Background: an optimization exercise with open tools, aiming at small area, a short achievable clock period and few clock cycles. Do not read the settings as production practice.
Where RTL was checked, it was by simulation tests only, not by an equivalence proof against the original.
No driver is modelled on the clock port, so clock power and skew are understated where the tree is cut down; a real chip needs a root buffer or a tree.
Power and IR drop assume default switching activity.

==> flow/design.v (excerpt) <==
module rle_export (
    input  wire        clk,
    input  wire        rst,         
    input  wire        start,
    input  wire [15:0] cfg_w,
    input  wire [15:0] cfg_h,
    input  wire [15:0] cfg_tilew,
    input  wire [4:0]  cfg_levels,
    input  wire        cfg_invert,
    output wire        busy,
    output wire        done,
    output reg  [7:0]  errcode,
    input  wire        pix_valid,
    output wire        pix_ready,
    input  wire [23:0] pix_rgb,
    output reg         out_valid,
    input  wire        out_ready,
    output reg  [7:0]  out_byte,
    output reg         out_last
);
clock: 23.0 ns
lec_check: 0
abc_area: 1
cap_margin: 20
core_margin: 2
core_utilization: 40
cts_buf_list: sky130_fd_sc_hd__clkbuf_8
place_density: 0.6
slew_margin: 20
standard.sh (not shown) runs the stock make flow with config.mk's settings and CLKGATE_MAP_FILE= SYNTH_SCRIPT=/design/flow/synth_recipe.tcl, a recipe that flattens the netlist after the stock synthesis.
==> flow/flow/run.sh <==
#!/bin/bash
# The standard layout, with the port buffers made of buf_2 cells instead
# of the slow default buffer that buffer_ports picks, and timing repair
# aiming for more setup slack than the clock period needs.
set -euo pipefail
export BUFFER_PORTS_ARGS="-buffer_cell sky130_fd_sc_hd__buf_2"
export SETUP_SLACK_MARGIN=17.35
bash standard.sh > standard.log 2>&1
Testbench counts at the start, summed over its fixed seeds: cycles 64,768.
Change:
--- a/flow/design.v
+++ b/flow/design.v
@@ -45,23 +45,19 @@
     wire [7:0] in_g = pix_rgb[15:8];
     wire [7:0] in_b = pix_rgb[7:0];
     reg        v1;
     reg [7:0]  sum1, car1;
     wire take_last = take && (v1 ? penult : last_pix);
     wire [9:0] q_sum = {2'b00, sum1} + {1'b0, car1, 1'b0};
     wire [9:0] q_int = ({1'b0, q_sum} + 11'd1) / 11'd3;
     reg [1:0]  pc2;
     reg [7:0]  int2;
-    wire [11:0] q_p0  = m_q[0] ? {4'd0, int2}       : 12'd0;
-    wire [11:0] q_p1  = m_q[1] ? {3'd0, int2, 1'b0} : 12'd0;
-    wire [11:0] q_p2  = m_q[2] ? {2'd0, int2, 2'b0} : 12'd0;
-    wire [11:0] q_p3  = m_q[3] ? {1'd0, int2, 3'b0} : 12'd0;
-    wire [11:0] q_y   = q_p0 + q_p1 + q_p2 + q_p3 + 12'd128;
+    wire [11:0] q_y   = int2 * m_q + 12'd128;
     wire [12:0] q_z   = {1'b0, q_y} + {9'd0, q_y[11:8]};
     wire [3:0]  q_lvl = q_z[11:8];
     reg [1:0]  pcA;
     reg [3:0]  lvlA;
     wire       vA = pcA != 2'b00;
     function [3:0] f_nib;        
         input [7:0] lvm;
         begin
             case (lvm)
@@ -349,42 +345,44 @@
             m_q   <= cfg_levels[3:0] - 4'd1;
             inv_q <= cfg_invert;
         end
         bad_levels_q <= (cfg_levels < 5'd2) || (cfg_levels > 5'd16);
         bad_tile_q   <= (cfg_tilew == 16'd0);
         empty_q      <= (cfg_w == 16'd0) || (cfg_h == 16'd0);
         e11_r  <= first && bad_levels_q;
         e21_r  <= first && !bad_levels_q && bad_tile_q;
         eany_r <= first && (bad_levels_q || bad_tile_q);
-        if (first || (en && v1)) begin
-            col  <= (first || last_col) ? w_q : col - 16'd1;
-            tile <= (first || last_col || last_tile) ? t_q : tile - 16'd1;
+        if (idle) begin
+            col  <= cfg_w;
+            tile <= cfg_tilew;
+            row  <= cfg_h;
+        end else if (en && v1) begin
+            col  <= last_col ? w_q : col - 16'd1;
+            tile <= (last_col || last_tile) ? t_q : tile - 16'd1;
+            if (last_col)
+                row <= row - 16'd1;
         end
-        if (idle)
-            row <= cfg_h;
-        else if (en && v1 && last_col)
-            row <= row - 16'd1;
         if (en) begin
             sum1 <= in_r ^ in_g ^ in_b;
             car1 <= (in_r & in_g) | (in_r & in_b) | (in_g & in_b);
             int2 <= q_int[7:0] ^ {8{inv_q}};
             lvlA <= q_lvl;
             if (b_load)
                 lvlB <= lvlA;
         end
         if (!skid_valid) begin
             skid_byte <= byteB;
             skid_last <= eofB;
         end
-        if (out_free) begin
-            out_byte <= skid_valid ? skid_byte : byteB;
-            out_last <= skid_valid ? skid_last : eofB;
-        end
+        out_byte <= (out_byte & {8{!out_free}}) |
+                    ((skid_valid ? skid_byte : byteB) & {8{out_free}});
+        out_last <= (out_last & !out_free) |
+                    ((skid_valid ? skid_last : eofB) & out_free);
         if (rst) begin
             busy_r      <= 1'b0;
             idle        <= 1'b1;
             first       <= 1'b0;
             done_r      <= 1'b0;
             in_act      <= 1'b0;
             pix_ready_r <= 1'b0;
             v1          <= 1'b0;
             pc2         <= 2'b00;
The new run finished clean.
Total power came out higher by a few percent.
Final cell count rose by a few percent.
Maximum frequency drops slightly.
Sequential cell count is unchanged.
Non-clock buffer count is higher by 7.
Routed wire length climbs by roughly a tenth.
Worst hold slack barely changes.
Design area rises by a few percent.
Clock-buffer cell count does not change.
Clock skew came out higher by 0.0078 ns.
Clock power shrinks by a few percent.
Sequential power came out higher slightly.
Utilization rose by 0.23 points.
The RTL of the second run of this note was laid out without a check of its function.

========
rle_export, a different RTL version from the one above (not shown whole).
Size in the first run: roughly 830 cells after synthesis, roughly 100 I/O pins, about 9000 sq um of cells after synthesis.
clock: 23.0 ns
lec_check: 0
abc_area: 1
cap_margin: 20
core_margin: 2
core_utilization: 40
cts_buf_list: sky130_fd_sc_hd__clkbuf_8
place_density: 0.85
slew_margin: 20
==> flow/flow/run.sh <==
#!/bin/bash
# The standard layout with four changes in how it is made:
#  - synthesis is the standard synthesis script, run with ORFS's scripts
#    except for ABC's area script (flow/abc_area.script, an area-recovering
#    mapping); registers are mapped before ABC runs, so they are the same;
#  - the port buffers are buf_1 cells (repair upsizes the ones on critical
#    paths) instead of the slow default buffer that buffer_ports picks;
#  - timing repair aims for more setup slack than the clock period needs;
#  - the clock tree is a balanced two-level tree built by flow/cts_manual.tcl
#    in place of TritonCTS (the clock port drives 4 buffers).
set -euo pipefail
export BUFFER_PORTS_ARGS="-buffer_cell sky130_fd_sc_hd__buf_1"
export SETUP_SLACK_MARGIN=17.6
export PRE_CTS_TCL="$PWD/flow/cts_manual.tcl"
rm -rf scripts_abc
cp -r "$FLOW_HOME/scripts" scripts_abc
cp flow/abc_area.script scripts_abc/abc_area.script
SCRIPTS_DIR="$PWD/scripts_abc" bash standard.sh synth > synth.log 2>&1
bash standard.sh > standard.log 2>&1
Other scripts of this flow, unchanged in this note and not shown: flow/flow/abc_area.script, flow/flow/cts_manual.tcl
Rerun with:
--- a/flow/design.v
+++ b/flow/design.v
@@ -331,19 +331,19 @@
     wire       eocB = pcB[1];
     wire       eofB = pcB == 2'b11;
     wire b_proc = vB && (eocB || vA);
     wire b_ends = eocB || (cnt == 4'd15) || (lvlA != lvlB);
     wire b_load = !vB || eocB || vA;
     wire emit   = en && b_proc && b_ends;
     wire [7:0] byteB = {cnt, f_nib({lvlB, m_q})};
     reg [7:0] skid_byte;
     reg       skid_last;
-    wire out_empty = !out_valid;
+    reg  out_empty;              
     wire out_free = out_empty || out_ready;
     wire last_out = !out_empty && out_ready && out_last;
     wire busy_n   = idle ? start : first ? cfg_ok : !last_out;
     wire out_valid_n = out_free ? (skid_valid || emit) : 1'b1;
     always @(posedge clk) begin
         if (idle) begin
             w_q   <= cfg_w;
             t_q   <= cfg_tilew;
             m_q   <= cfg_levels[3:0] - 4'd1;
@@ -386,18 +386,19 @@
             done_r      <= 1'b0;
             in_act      <= 1'b0;
             pix_ready_r <= 1'b0;
             v1          <= 1'b0;
             pc2         <= 2'b00;
             pcA         <= 2'b00;
             pcB         <= 2'b00;
             cnt         <= 4'd0;
             out_valid   <= 1'b0;
+            out_empty   <= 1'b1;
             skid_valid  <= 1'b0;
         end else begin
             busy_r <= busy_n;
             idle   <= !busy_n;
             first <= idle && start;
             if (idle) begin
                 done_r      <= 1'b0;
                 in_act      <= 1'b0;
                 pix_ready_r <= 1'b0;
@@ -417,16 +418,17 @@
                 pc2 <= !v1 ? 2'b00 : last_pix ? 2'b11 :
                        (last_col || last_tile) ? 2'b10 : 2'b01;
                 pcA <= pc2;
                 if (b_load)
                     pcB <= pcA;
                 if (b_proc)
                     cnt <= b_ends ? 4'd0 : cnt + 4'd1;
             end
             out_valid <= out_valid_n;
+            out_empty <= !out_valid_n;
             if (out_free)
                 skid_valid <= 1'b0;
             else if (emit)
                 skid_valid <= 1'b1;
         end
     end
 endmodule
Result:
- The new run produced a clean layout
- area after synthesis is about the same
- setup slack gets better by 0.047 ns
- total power rose by about 7%
- cell area came out higher by about 0.45%
- global-route usage shrinks by 0.53 points
- wire length shrinks by about 1.4%
- synthesized cell count climbs by about 1.1%
Testbench counts after the change, summed over its fixed seeds: cycles 64,768.
Function not checked in the first run of this note: the RTL went through the layout flow alone. In every run of this note, the design's own scripts or RTL, not TritonCTS, make the clock network.

static timing again, ports no longer ideal:
In the flow no input, the clock included, has a driving cell. The finished layouts below were timed again as built, in two steps.
Step 1 sets driving cells, clkbuf_16 on the clock port and buf_2 on the other inputs (assumed; they add their load-dependent delay and slew).
Step 2 moves the port delays by t, midway between the first and last clock arrival at a register: inputs arrive t later, outputs are due t later. That takes back most of the time a late clock gives input paths.
a / b / c = no drivers / after step 1 / after step 2; a / b = the first two.
run	t, ns	setup WS [ns]	worst setup path after step 2	clock arrival spread, ns	worst register clock-pin slew, ns
the first run of note 1	0.486	17.409 / 17.370 / 17.492	input to register	0.023 / 0.024	0.10 / 0.10
the second run of note 1	0.493	17.357 / 17.320 / 17.481	input to register	0.031 / 0.031	0.12 / 0.12
the first run of note 2	0.360	17.554 / 17.482 / 17.411	input to register	0.034 / 0.034	0.10 / 0.10
the second run of note 2	0.360	17.601 / 17.531 / 17.448	input to register	0.028 / 0.029	0.09 / 0.09
After both steps setup and hold are still met in every run listed. For the second run of note 2, which loses most, drivers alone change the setup slack by -0.070 ns; drivers and shift together by -0.153 ns.
